This is an optimization exercise on Yosys and OpenROAD, whose aim is small area, a short achievable clock period and few clock cycles per item, not a production implementation.
Function was checked by simulation only, so behaviour that the tests miss may differ from the original.
Power and IR drop assume default switching activity.

Setup of old:
==> flow/design.v (excerpt) <==
module gp_core (
    input  wire        clk,
    input  wire        rst,           
    input  wire        cmd_valid,
    output wire        cmd_ready,
    input  wire [31:0] cmd,
    input  wire [63:0] d,
    input  wire        alias_b_last,  
    output reg         rsp_valid,
    output reg  [63:0] q,
    output reg  [2:0]  err
);
For scale: roughly 10,000 cells after synthesis, ~1,300 flip-flops, roughly 96,000 sq um of cells after synthesis.
==> flow/config.mk <==
export PLATFORM = sky130hd
export DESIGN_NAME = gp_core
export DESIGN_NICKNAME = gp_core
export VERILOG_FILES = /design/flow/design.v
export SDC_FILE = /design/flow/constraint.sdc
export NUM_CORES = 8
export LEC_CHECK = 0
export CAP_MARGIN = 30
export CORE_MARGIN = 2
export CORE_UTILIZATION = 40
export PLACE_DENSITY = 0.7
export SLEW_MARGIN = 20
==> flow/constraint.sdc <==
create_clock -name core_clock -period 11.0 [get_ports {clk}]
set_input_delay 2.2000 -clock core_clock [delete_from_list [all_inputs] [get_ports {clk}]]
set_output_delay 2.2000 -clock core_clock [all_outputs]
set_load 0.01 [all_outputs]
standard.sh (not shown) runs the stock make flow with config.mk's settings and CLKGATE_MAP_FILE= SYNTH_SCRIPT=/design/flow/synth_recipe.tcl, a recipe that flattens the netlist after the stock synthesis.
==> flow/flow/run.sh <==
#!/bin/bash
# Own layout flow: the standard synthesis, then the standard ORFS steps with
# different repair settings (the SDC and clock period are unchanged): a larger
# setup margin for timing repair and the extra ORFS variables in flow/knobs.txt.
set -euo pipefail
W="$(pwd)"
MARGIN="$(cat flow/margin.txt)"
EXTRA="$(cat flow/knobs.txt 2>/dev/null || true)"
bash standard.sh synth > "$W/synth.log" 2>&1
# the same make command and knobs as standard.sh, with SETUP_SLACK_MARGIN raised
KNOBS=$(grep '^make ' standard.sh | sed -e 's/^.*CLKGATE_MAP_FILE= //' -e 's/ "\${@:-finish}"$//' -e 's/SETUP_SLACK_MARGIN=[^ ]*//')
eval make -C "$FLOW_HOME" DESIGN_CONFIG="$W/config.mk" WORK_HOME="$W/orfs" CLKGATE_MAP_FILE= \
    $KNOBS SETUP_SLACK_MARGIN="$MARGIN" $EXTRA finish > "$W/layout.log" 2>&1
R="$W/orfs/results/$FLOW_PLATFORM/gp_core/base"
: # left out here: write the final layout as DEF
==> flow/flow/knobs.txt <==
BUFFER_PORTS_ARGS="-buffer_cell sky130_fd_sc_hd__buf_2"
==> flow/flow/margin.txt <==
6.0
old: PASS, flow complete, no timing, DRC or antenna violations
Testbench counts of old, summed over its fixed seeds: cycles 23,831, items 16,000.
--- input diff old..new ---
# old
export LEC_CHECK = 0
export CAP_MARGIN = 30
export CORE_MARGIN = 2
export CORE_UTILIZATION = 40
export PLACE_DENSITY = 0.7
export SLEW_MARGIN = 20
create_clock -name core_clock -period 11.0 [get_ports {clk}]
# new
export LEC_CHECK = 0
export CAP_MARGIN = 40
export CORE_MARGIN = 2
export CORE_UTILIZATION = 40
export SLEW_MARGIN = 20
export SYNTH_HIERARCHICAL = 1
create_clock -name core_clock -period 11.0 [get_ports {clk}]
Results
Number of nets in the finished design: new > old
new: total routing resource utilization after global routing 0.15 points above old
Synthesis-to-layout area growth in new is 1.9 points lower than in old
new vs old, area of the placeable core went up by 7900 sq um.
Shortest period the worst path allows was lower in the run labelled new.


Setup of exp/lagoon:
Another version of the RTL of gp_core (not shown whole).
Size: ~1400 flip-flops, roughly 110000 µm² of cells after synthesis.
==> flow/config.mk <==
export PLATFORM = sky130hd
export DESIGN_NAME = gp_core
export DESIGN_NICKNAME = gp_core
export VERILOG_FILES = /design/flow/design.v
export SDC_FILE = /design/flow/constraint.sdc
export NUM_CORES = 8
export LEC_CHECK = 0
export CAP_MARGIN = 40
export CORE_MARGIN = 2
export CORE_UTILIZATION = 35
export SLEW_MARGIN = 20
export SYNTH_HIERARCHICAL = 1
==> flow/constraint.sdc <==
create_clock -name core_clock -period 11.0 [get_ports {clk}]
set_input_delay 2.2000 -clock core_clock [delete_from_list [all_inputs] [get_ports {clk}]]
set_output_delay 2.2000 -clock core_clock [all_outputs]
set_load 0.01 [all_outputs]
Scripts as last shown in full above: flow/flow/run.sh, flow/flow/knobs.txt, flow/flow/margin.txt
Testbench counts of exp/lagoon, summed over its fixed seeds: cycles 22,308, items 16,000.
Modified inputs, exp/harbor compared to exp/lagoon
# exp/lagoon
export LEC_CHECK = 0
export CAP_MARGIN = 40
export CORE_MARGIN = 2
export CORE_UTILIZATION = 35
export SLEW_MARGIN = 20
export SYNTH_HIERARCHICAL = 1
create_clock -name core_clock -period 11.0 [get_ports {clk}]
# exp/harbor
export LEC_CHECK = 0
export CAP_MARGIN = 30
export CORE_MARGIN = 2
export CORE_UTILIZATION = 40
export SLEW_MARGIN = 20
create_clock -name core_clock -period 11.0 [get_ports {clk}]
removed: flow/flow/knobs.txt
==> run summary <==
- Looking at fmax, exp/harbor sits below exp/lagoon.
- exp/harbor: area added between synthesis and finish is 7.7 points higher than what exp/lagoon reported.
- The weighted congestion reported at the end of routability-driven placement of exp/harbor exceeds that of exp/lagoon by 4.6%.
- Against exp/lagoon, exp/harbor comes in about 3.6% higher on final instance area.
- Comparing synthesized cell count for exp/harbor and exp/lagoon, the bigger number came from exp/lagoon.
- [compare] base=exp/lagoon new=exp/harbor: post-synthesis xor/xnor area fraction went down 1.3 points; share of the clock period used by the worst path went up 3.9 points; initial standard-cell utilization of the core went up 4.9 points.
Inputs modified between exp/harbor and exp/cedar:
# exp/harbor
export LEC_CHECK = 0
export CAP_MARGIN = 30
export CORE_MARGIN = 2
export CORE_UTILIZATION = 40
export SLEW_MARGIN = 20
create_clock -name core_clock -period 11.0 [get_ports {clk}]
# exp/cedar
export LEC_CHECK = 0
export CAP_MARGIN = 40
export CORE_MARGIN = 2
export CORE_UTILIZATION = 40
export SLEW_MARGIN = 20
export SYNTH_HIERARCHICAL = 1
create_clock -name core_clock -period 11.0 [get_ports {clk}]
==> flow/flow/knobs.txt (new file) <==
BUFFER_PORTS_ARGS="-buffer_cell sky130_fd_sc_hd__buf_2"
## What came out
The cell area after layout in exp/cedar sits about 2.6% below the value recorded for exp/harbor. exp/cedar vs. exp/harbor: global-route usage over all layers went down 2.1 points; clock group share of total power went up by 1.4 points; worst setup slack shows an increase of 0.41 ns; area of the die now larger. Summary — proportion of cell area spent on the clock network, exp/cedar relative to exp/harbor: lower, by 0.20 points. Core outline area in exp/cedar vs exp/harbor: up 2.5%. For the final period demand of the worst path, exp/cedar came in 0.41 ns lower than exp/harbor did. Diff exp/harbor -> exp/cedar | total power | down by more than 10%. exp/cedar ran in full, but the layout does not pass; the checks complain about antenna rules.

## static timing again, ports no longer ideal
The results above use ideal ports. As a check the final layouts listed here were re-extracted and re-timed, cells and wires unchanged.
Step 1 assumes that a clkbuf_16 drives the clock port and a buf_2 every other input.
Step 2 also shifts input and output timing later by t, the mid clock arrival at the registers, as if the neighbouring blocks saw the same clock.
a / b / c = ideal ports / drivers / drivers and shift; a / b = the first two.
| run | t, ns | slack for setup (ns) | worst data-port slew with drivers (ns) |
|---|---|---|---|
| old | 0.958 | 5.439 / 5.439 / 5.041 | 0.07 |
| new | 0.968 | 5.630 / 5.630 / 5.256 | 0.12 |
| exp/lagoon | 1.024 | 5.742 / 5.742 / 5.147 | 0.07 |
| exp/harbor | 0.998 | 5.313 / 5.313 / 4.983 | 0.06 |
| exp/cedar | 0.977 | 5.721 / 5.721 / 5.200 | 0.16 |
The setup slack of exp/lagoon, which loses most, moves by 0.000 ns with the drivers and by -0.595 ns with both steps.
